From an optimization exercise on the open Yosys and OpenROAD flow, aimed at a short achievable clock period and few clock cycles; shortcuts taken in it are not production practice.
Only simulation tests tie the RTL to the original design; equivalence was not proved.
No activity file was given, so power comes from the tool's default toggle rates.

**design/flow/run.sh**
```bash
#!/bin/bash
# synth_recipe.tcl (not shown) runs the flow's synth.tcl, then flattens the netlist and writes it again
# the make line also repeats each setting of config.mk as NAME=value (left out here)
make -C /OpenROAD-flow-scripts/flow DESIGN_CONFIG=/design/flow/config.mk WORK_HOME=/design/flow/orfs CLKGATE_MAP_FILE= SYNTH_SCRIPT=/design/flow/synth_recipe.tcl finish
```
**design/flow/config.mk**
```make
export PLATFORM = sky130hd
export DESIGN_NAME = vm20_core
export DESIGN_NICKNAME = vm20_core
export VERILOG_FILES = /design/flow/design.v
export SDC_FILE = /design/flow/constraint.sdc
export NUM_CORES = 4
export LEC_CHECK = 0
export CAP_MARGIN = 20
export CORE_MARGIN = 2
export CORE_UTILIZATION = 40
export SLEW_MARGIN = 20
```
**design/flow/constraint.sdc**
```tcl
create_clock -name core_clock -period 8.0 [get_ports {clk}]
set_input_delay 1.6000 -clock core_clock [delete_from_list [all_inputs] [get_ports {clk}]]
set_output_delay 1.6000 -clock core_clock [all_outputs]
set_load 0.01 [all_outputs]
```
**design/flow/design.v**
```verilog
module vm20_core (
    input  wire        clk,
    input  wire        rst,           
    input  wire [7:0]  exec_start,    
    output reg         mem_req,
    output reg         mem_we,
    output reg  [7:0]  mem_addr,
    output reg  [19:0] mem_wdata,
    input  wire        mem_ready,
    input  wire [19:0] mem_rdata,
    input  wire        in_valid,
    input  wire [7:0]  in_data,
    input  wire        in_eof,
    input  wire        in_err,
    output reg         in_take,
    output reg         out_valid,
    output reg         out_kind,      
    output reg  [19:0] out_data,
    input  wire        out_ready,
    input  wire        out_err,
    output wire [2:0]  status,
    output wire [7:0]  pc,
    output wire [19:0] r0,
    output wire [19:0] r1,
    output wire [19:0] r2,
    output wire [19:0] r3
);
    localparam [2:0] ST_RUNNING = 3'd0, ST_HALTED = 3'd1, ST_EOI = 3'd2,
                     ST_ILLIO   = 3'd3, ST_LIMIT  = 3'd4;
    localparam [3:0] OP_LD = 4'd0,  OP_LDI = 4'd1, OP_ST  = 4'd2,  OP_ADD = 4'd3,
                     OP_SUB = 4'd4, OP_MUL = 4'd5, OP_DIV = 4'd6,  OP_OR  = 4'd7,
                     OP_AND = 4'd8, OP_SHL = 4'd9, OP_SHR = 4'd10, OP_IO  = 4'd11,
                     OP_BR  = 4'd12, OP_BRZ = 4'd13, OP_BRN = 4'd14, OP_BRS = 4'd15;
    localparam [7:0] INSTR_LIMIT = 8'd200;
    localparam [3:0] S_FETCH   = 4'd0,  S_FWAIT   = 4'd1,  S_DECODE  = 4'd2,
                     S_EXEC    = 4'd3,  S_MEMRD   = 4'd4,  S_MWAIT   = 4'd5,
                     S_MEMWR   = 4'd6,  S_MUL     = 4'd7,  S_DIV     = 4'd8,
                     S_DIVFIX  = 4'd9,  S_OUT     = 4'd10, S_INSKIP  = 4'd11,
                     S_INTOK   = 4'd12, S_INCHR   = 4'd13, S_DONE    = 4'd14;
    reg [19:0] regs [0:3];
    reg [7:0]  pc_q;
    reg [7:0]  count;
    reg [2:0]  status_q;
    reg [3:0]  state;
    reg [19:0] ir;
    reg [19:0] sx;         
    reg [19:0] opnd;       
    reg [19:0] md_a;       
    reg [19:0] md_b;       
    reg [19:0] md_acc;     
    reg [4:0]  md_cnt;
    reg        md_neg;
    reg        tok_first;
    reg        tok_neg;
    reg        tok_digit;
    reg        tok_bad;
    reg        tok_ovf;
    reg [19:0] tok_mag;
    assign status = status_q;
    assign pc     = pc_q;
    assign r0     = regs[0];
    assign r1     = regs[1];
    assign r2     = regs[2];
    assign r3     = regs[3];
    wire [3:0] op    = ir[19:16];
    wire [1:0] rf    = ir[15:14];
    wire [1:0] xf    = ir[13:12];
    wire [7:0] sf    = ir[7:0];
    wire       is_nop = (ir[11:8] != 4'd0);
    wire [19:0] rval = regs[rf];
    wire [19:0] xval = regs[xf];
    wire [19:0] sx_calc = (xf == 2'd0) ? {12'd0, sf} : ({12'd0, sf} + xval);
    wire addr_ok = (sx[19:8] == 12'd0);
    wire jump_ok = sx[19] || (sx[18:8] == 11'd0);
    wire [19:0] rel_t  = {12'd0, pc_q} + sx;
    wire rel_ok = rel_t[19] || (rel_t[18:8] == 11'd0);
    wire shamt_ok = (sx[19:5] == 15'd0) && (sx[4:0] <= 5'd19);
    wire [19:0] shl_res = rval << sx[4:0];
    wire [19:0] shr_res = $signed(rval) >>> sx[4:0];
    wire        in_sep   = (in_data <= 8'd32) || (in_data >= 8'd127 && in_data <= 8'd160);
    wire        in_digit = (in_data >= 8'h30) && (in_data <= 8'h39);
    wire [23:0] tok_next = {4'd0, tok_mag} * 24'd10 + {20'd0, in_data[3:0]};
    wire        tok_ok   = !tok_bad && tok_digit && !tok_ovf &&
                           (tok_neg ? (tok_mag <= 20'd524288) : (tok_mag <= 20'd524287));
    wire [19:0] tok_val  = tok_neg ? (20'd0 - tok_mag) : tok_mag;
    wire [20:0] div_rem_sh = {opnd, md_a[19]};
    wire [20:0] div_diff   = div_rem_sh - {1'b0, md_b};
    wire        div_take   = !div_diff[20];
    always @(*) begin
        mem_req   = 1'b0;
        mem_we    = 1'b0;
        mem_addr  = pc_q;
        mem_wdata = 20'd0;
        in_take   = 1'b0;
        out_valid = 1'b0;
        out_kind  = 1'b0;
        out_data  = 20'd0;
        case (state)
            S_FETCH: begin
                mem_req  = (count != INSTR_LIMIT);
                mem_addr = pc_q;
            end
            S_MEMRD: begin
                mem_req  = 1'b1;
                mem_addr = sx[7:0];
            end
            S_MEMWR: begin
                mem_req   = 1'b1;
                mem_we    = 1'b1;
                mem_addr  = sx[7:0];
                mem_wdata = opnd;
            end
            S_OUT: begin
                out_valid = 1'b1;
                out_kind  = (rf == 2'd3);
                out_data  = opnd;
            end
            S_INSKIP: begin
                in_take = in_valid && in_sep;
            end
            S_INTOK: begin
                in_take = in_valid && !in_sep;
            end
            S_INCHR: begin
                in_take = in_valid;
            end
            default: ;
        endcase
    end
    always @(posedge clk) begin
        if (rst) begin
            regs[0]  <= 20'd0;
            regs[1]  <= 20'd0;
            regs[2]  <= 20'd0;
            regs[3]  <= 20'd0;
            pc_q     <= exec_start;
            count    <= 8'd0;
            status_q <= ST_RUNNING;
            state    <= S_FETCH;
        end else begin
            case (state)
                S_FETCH: begin
                    if (count == INSTR_LIMIT) begin
                        status_q <= ST_LIMIT;
                        state    <= S_DONE;
                    end else if (mem_ready) begin
                        count <= count + 8'd1;
                        pc_q  <= pc_q + 8'd1;
                        state <= S_FWAIT;
                    end
                end
                S_FWAIT: begin
                    ir    <= mem_rdata;
                    state <= S_DECODE;
                end
                S_DECODE: begin
                    sx    <= sx_calc;
                    state <= S_EXEC;
                end
                S_EXEC: begin
                    state <= S_FETCH;
                    if (!is_nop) begin
                        case (op)
                            OP_LD, OP_ADD, OP_SUB, OP_MUL, OP_DIV, OP_OR, OP_AND:
                                if (addr_ok) state <= S_MEMRD;
                            OP_LDI:
                                regs[rf] <= sx;
                            OP_ST:
                                if (addr_ok) begin
                                    opnd  <= rval;
                                    state <= S_MEMWR;
                                end
                            OP_SHL:
                                if (shamt_ok) regs[rf] <= shl_res;
                            OP_SHR:
                                if (shamt_ok) regs[rf] <= shr_res;
                            OP_IO:
                                case (rf)
                                    2'd0: begin
                                        tok_first <= 1'b1;
                                        tok_neg   <= 1'b0;
                                        tok_digit <= 1'b0;
                                        tok_bad   <= 1'b0;
                                        tok_ovf   <= 1'b0;
                                        tok_mag   <= 20'd0;
                                        state     <= S_INSKIP;
                                    end
                                    2'd1: state <= S_INCHR;
                                    2'd2: if (addr_ok) state <= S_MEMRD;
                                    2'd3: begin
                                        opnd  <= {12'd0, xval[19:12]};
                                        state <= S_OUT;
                                    end
                                endcase
                            OP_BR:
                                case (rf)
                                    2'd0: begin
                                        status_q <= ST_HALTED;
                                        state    <= S_DONE;
                                    end
                                    2'd1, 2'd3:
                                        if (jump_ok) pc_q <= sx[7:0];
                                    2'd2:
                                        if (rel_ok) pc_q <= rel_t[7:0];
                                endcase
                            OP_BRZ:
                                if (rval == 20'd0 && jump_ok) pc_q <= sx[7:0];
                            OP_BRN:
                                if (rval[19] && jump_ok) pc_q <= sx[7:0];
                            OP_BRS: begin
                                regs[rf] <= {12'd0, pc_q};
                                if (jump_ok) pc_q <= sx[7:0];
                            end
                        endcase
                    end
                end
                S_MEMRD: begin
                    if (mem_ready) state <= S_MWAIT;
                end
                S_MWAIT: begin
                    opnd  <= mem_rdata;
                    state <= S_FETCH;
                    case (op)
                        OP_LD:  regs[rf] <= mem_rdata;
                        OP_ADD: regs[rf] <= rval + mem_rdata;
                        OP_SUB: regs[rf] <= rval - mem_rdata;
                        OP_OR:  regs[rf] <= rval | mem_rdata;
                        OP_AND: regs[rf] <= rval & mem_rdata;
                        OP_MUL: begin
                            md_a   <= rval;
                            md_b   <= mem_rdata;
                            md_acc <= 20'd0;
                            md_cnt <= 5'd0;
                            state  <= S_MUL;
                        end
                        OP_DIV: begin
                            if (mem_rdata != 20'd0) begin
                                md_a   <= rval[19] ? (20'd0 - rval) : rval;
                                md_b   <= mem_rdata[19] ? (20'd0 - mem_rdata) : mem_rdata;
                                md_neg <= rval[19] ^ mem_rdata[19];
                                md_acc <= 20'd0;
                                md_cnt <= 5'd0;
                                opnd   <= 20'd0;
                                state  <= S_DIV;
                            end
                        end
                        OP_IO:  state <= S_OUT;    
                        default: ;
                    endcase
                end
                S_MEMWR: begin
                    if (mem_ready) state <= S_FETCH;
                end
                S_MUL: begin
                    if (md_b[0]) md_acc <= md_acc + md_a;
                    md_a   <= md_a << 1;
                    md_b   <= md_b >> 1;
                    md_cnt <= md_cnt + 5'd1;
                    if (md_cnt == 5'd19) state <= S_DIVFIX;
                end
                S_DIV: begin
                    opnd   <= div_take ? div_diff[19:0] : div_rem_sh[19:0];
                    md_acc <= {md_acc[18:0], div_take};
                    md_a   <= md_a << 1;
                    md_cnt <= md_cnt + 5'd1;
                    if (md_cnt == 5'd19) state <= S_DIVFIX;
                end
                S_DIVFIX: begin
                    if (op == OP_DIV)
                        regs[rf] <= md_neg ? (20'd0 - md_acc) : md_acc;
                    else
                        regs[rf] <= md_acc;
                    state <= S_FETCH;
                end
                S_OUT: begin
                    if (out_ready) begin
                        if (out_err) begin
                            status_q <= ST_ILLIO;
                            state    <= S_DONE;
                        end else begin
                            state <= S_FETCH;
                        end
                    end
                end
                S_INSKIP: begin
                    if (in_err) begin
                        status_q <= ST_ILLIO;
                        state    <= S_DONE;
                    end else if (in_eof) begin
                        status_q <= ST_EOI;
                        state    <= S_DONE;
                    end else if (in_valid && !in_sep) begin
                        state <= S_INTOK;
                    end
                end
                S_INTOK: begin
                    if (in_err) begin
                        status_q <= ST_ILLIO;
                        state    <= S_DONE;
                    end else if (in_eof || (in_valid && in_sep)) begin
                        if (tok_ok && addr_ok) begin
                            opnd  <= tok_val;
                            state <= S_MEMWR;
                        end else begin
                            state <= S_FETCH;
                        end
                    end else if (in_valid) begin
                        tok_first <= 1'b0;
                        if (tok_first && (in_data == 8'h2B || in_data == 8'h2D)) begin
                            tok_neg <= (in_data == 8'h2D);
                        end else if (in_digit) begin
                            tok_digit <= 1'b1;
                            if (!tok_ovf) begin
                                if (tok_next > 24'd524288) tok_ovf <= 1'b1;
                                else                       tok_mag <= tok_next[19:0];
                            end
                        end else begin
                            tok_bad <= 1'b1;
                        end
                    end
                end
                S_INCHR: begin
                    if (in_err) begin
                        status_q <= ST_ILLIO;
                        state    <= S_DONE;
                    end else if (in_eof) begin
                        status_q <= ST_EOI;
                        state    <= S_DONE;
                    end else if (in_valid) begin
                        regs[xf] <= {xval[19:8], in_data};
                        state    <= S_FETCH;
                    end
                end
                default: state <= S_DONE;   
            endcase
        end
    end
endmodule
```
==> impl_summary.log <==
INFO  metric crit_arrival = 4640 ps
INFO  metric totalWireLength = 116 mm
INFO  metric fin_hold_ws = 467 ps
INFO  metric layout_worst_path_cycle_share = 78.0%
INFO  metric core.rowCount = 93
INFO  metric syn-cell-area = 0.0258 sq mm
INFO  metric peak_fanout_along_the_critical_path = 8
INFO  metric area_growth = 15.6%
INFO  metric vias_per_cell = 6.52
INFO  metric grt_pass1_wl = 167 mm
INFO  metric ctsLongestPathBuffers = 3
INFO  metric syn-num-nets = 3,158
INFO  metric num_io_pins = 188
INFO  metric h-tree-depth = 2
INFO  metric postSynthRegisterBits = 258
INFO  metric yosys.cell_types.count = 87
INFO  metric setup_buffers_after_cts = 0
INFO  metric post_synth.cell_area_avg = 8.79 sq um
INFO  metric worst-slew-pin-transition = 1190 ps
INFO  metric design.final.nets = 3,280
INFO  metric initial_core_util = 40.2%
INFO  metric instances_no_fill = 3,934
INFO  metric cells_after_synthesis = 2,933
INFO  metric outcome = no timing/DRC/antenna violations
INFO  metric cts_made_buffers = 35
INFO  metric largest_net_degree_at_the_start_of_global_routing = 51
INFO  metric maxCapViolations = 0
INFO  metric drtAntennaViolNets = 0
INFO  metric post-dp-hpwl = 88.2 mm
INFO  metric die_h = 258 um
INFO  metric clock_latency = 580 ps
INFO  metric number_of_synthesized_flops_with_an_enable_pin = 239
INFO  metric timing.setup.tns = 0 ps
INFO  metric synth.yosys.seq_area_share = 29.3%
INFO  metric grt-ovfl-total = 0
INFO  metric worst_path_required_time = 6400 ps
INFO  metric drive_above_1_share = 9.55%
INFO  metric dr.pass1.iters = 9
INFO  metric timing.final.max_slew_violations = 0
INFO  metric portion_of_synthesized_cell_area_occupied_by_the_leading_cell_type = 27.8%
INFO  metric hold_buf_count_cts = 0
INFO  metric total_cell_area_at_the_placement_stage = 0.0286 sq mm
INFO  metric power-per-cell-area = 244 mW/mm^2
INFO  metric tritoncts = yes
INFO  metric cp-end-kind = primary output
INFO  metric most_common_cell_after_layout_fill_and_taps_aside = sky130_fd_sc_hd__nor2_1
INFO  metric design.die.area = 0.0665 sq mm
INFO  metric max_clock_freq = 160 MHz
INFO  metric total_power = 7.27 mW
INFO  metric numClockSinks = 258
INFO  metric routed_wire_length_per_instance = 29.4 um
INFO  metric synth_top_cell_by_area = sky130_fd_sc_hd__edfxtp_1
INFO  metric root_buffer = sky130_fd_sc_hd__clkbuf_16
INFO  metric start_kind = primary input
INFO  metric setup_violations = 0
INFO  metric core_area = 0.0641 sq mm
INFO  metric drt_first_iter_violations = 3,328
INFO  metric leakagePower = 11.2 nW
INFO  metric async_flop_share = 0%
INFO  metric final_design_area_no_fill = 0.0298 sq mm
INFO  metric routabilityCongestion = 1.02
INFO  metric first_global_vias = 24.1k
INFO  metric synth.yosys.warnings = 1
INFO  metric worst_hold_path_type = reg2reg
INFO  metric max-slew-margin-rel = 20.5%
INFO  metric hold_violations = 0
INFO  metric vdd.ir_drop.worst = 125 uV
INFO  metric post_cts.resized_instances = 0
INFO  metric cts.reportedPaths.clkPinSlew = 50 ps
INFO  metric synthTopCellsByArea = sky130_fd_sc_hd__edfxtp_1, sky130_fd_sc_hd__ha_1, sky130_fd_sc_hd__mux4_2
INFO  metric port_buffers = 187
INFO  metric routed-via-count = 25.7k
INFO  metric final.min_clock_period = 6240 ps
INFO  metric top_ff_cell_synth = sky130_fd_sc_hd__edfxtp_1
INFO  metric number_of_placed_instances_with_taps_included = 3,872
INFO  metric rsz0062_at_grt = false
INFO  metric track_usage = 33.9%
INFO  metric layout.cells.most_common_list = sky130_fd_sc_hd__nor2_1, sky130_fd_sc_hd__nand2_1, sky130_fd_sc_hd__edfxtp_1
INFO  metric timing.clock.skew = 30.4 ps
INFO  metric chipWidth = 258 um
INFO  metric worst-setup-path-type = in2out
INFO  metric drc_errors = 0
INFO  metric antenna_violations_before_repair = 10
-- state kept, by name, summed over array words and instances, names as in the netlist, named ones only --
register,cells
md_b,20
pc_q,8
ir,20
status_q,3
md_acc,20
md_cnt,5
tok_ovf,1
md_a,20
tok_first,1
md_neg,1
tok_digit,1
opnd,20
sx,20
tok_bad,1
tok_neg,1
tok_mag,20
regs,80
state,4
count,8
-- stage by stage --
stage / util [%] / setup WS, ps
global placement: 44.6 / 1780
floorplan: - / 2180
global route: 46.5 / 1560
finish: 46.5 / 1760
detailed placement: 44.6 / 1670
CTS: 46.4 / 1690
-- path summary, 6_finish.rpt --
path / startpoint / cells past startpoint / to / slack (ps)
worst min-delay path: status_q[1]$_SDFFE_PP0P_ / 2 / status_q[1]$_SDFFE_PP0P_ / 470
worst max register to register: register / 11 / pc_q[0]$_DFFE_PP_ / 2100
worst max-delay path: in_data[2] / 7 / in_take / 1760
worst min register to register: status_q[1]$_SDFFE_PP0P_ / 2 / status_q[1]$_SDFFE_PP0P_ / 470
-- layout make-up --
type	count	area (sq um)
diodes	2	5.00
flip-flops and latches	258	7560
repair buffers	244	2290
clock buffers	37	883
well taps	855	1070
clock inverters	22	272
inverters	168	631
fillers	6095	34300
multi-input cells	2348	17100
-- power by group --
part	leakage [nW]	internal [mW]	switching [mW]	total, mW
clock	0.555	0.943	0.671	1.61
sequential	2.45	1.71	0.297	2.00
combinational	8.23	1.38	2.27	3.66
total	11.2	4.03	3.24	7.27
-- routing by layer --
layer  GRT usage [%]  share of wire (%)  routed length, um
met3            8.79                 11              12900
met4            14.3                4.9               5690
met2            50.2                 42              48900
met1            46.7                 42              48100
met5               0              0.060                 69
-- logic make-up (layout without fill, tap and decap cells) --
kind of cell | Yosys count | in the layout | synth area share, %
other | 0 | 2 | 0
buffers and inverters | 327 | 471 | 4.82
XOR/XNOR | 194 | 194 | 6.59
multiplexers | 202 | 202 | 12.3
flip-flops | 258 | 258 | 29.3
adder cells (fa/ha/maj) | 181 | 181 | 9.02
AND/OR/NAND/NOR | 946 | 946 | 17.5
AO/OA/AOI/OAI | 825 | 825 | 20.4
-- Yosys cell counts (64+ instances only) --
master                       n
sky130_fd_sc_hd__inv_1     163
sky130_fd_sc_hd__nor2_1    300
sky130_fd_sc_hd__nand2_1   241
sky130_fd_sc_hd__a21oi_1   223
sky130_fd_sc_hd__nor3_1     66
sky130_fd_sc_hd__edfxtp_1  239
sky130_fd_sc_hd__xnor2_1   141
sky130_fd_sc_hd__mux2i_1    69
sky130_fd_sc_hd__ha_1      173
sky130_fd_sc_hd__clkbuf_1  130
sky130_fd_sc_hd__nand3_1    64
sky130_fd_sc_hd__mux4_2     88
sky130_fd_sc_hd__o21ai_0   226
-- critical path, stage by stage --
cell and delay [ps]:
sky130_fd_sc_hd__clkdlybuf4s50_1 650, sky130_fd_sc_hd__or4_1 560, sky130_fd_sc_hd__o21ai_0 140, sky130_fd_sc_hd__o21ai_0 260
sky130_fd_sc_hd__buf_4 280, sky130_fd_sc_hd__a2111oi_0 510, sky130_fd_sc_hd__clkdlybuf4s50_1 640
Testbench counts, summed over its fixed seeds: cycles 297,081.

-- port drivers added, routing unchanged --
No port has a modelled driver above. Below, the same layout with a new extraction and two added sets of constraints.
Step 1, drivers: a clkbuf_16 drives clk and a buf_2 each remaining input, both assumed.
Step 2 moves the port delays by t, midway between the first and last clock arrival at a register: inputs arrive t later, outputs are due t later. That takes back most of the time a late clock gives input paths.
Three values: ideal ports, drivers, drivers and shift; two values: the first two.
t, ns: 0.637
setup WS [ns]: 1.763 / 1.739 / 1.739
hold WS [ns]: 0.467 / 0.467 / 0.467
worst slew at a driven data input, ns: 0.09
After both steps setup and hold are still met in this run. The setup slack of this run moves by -0.024 ns with the drivers and by -0.024 ns with both steps.
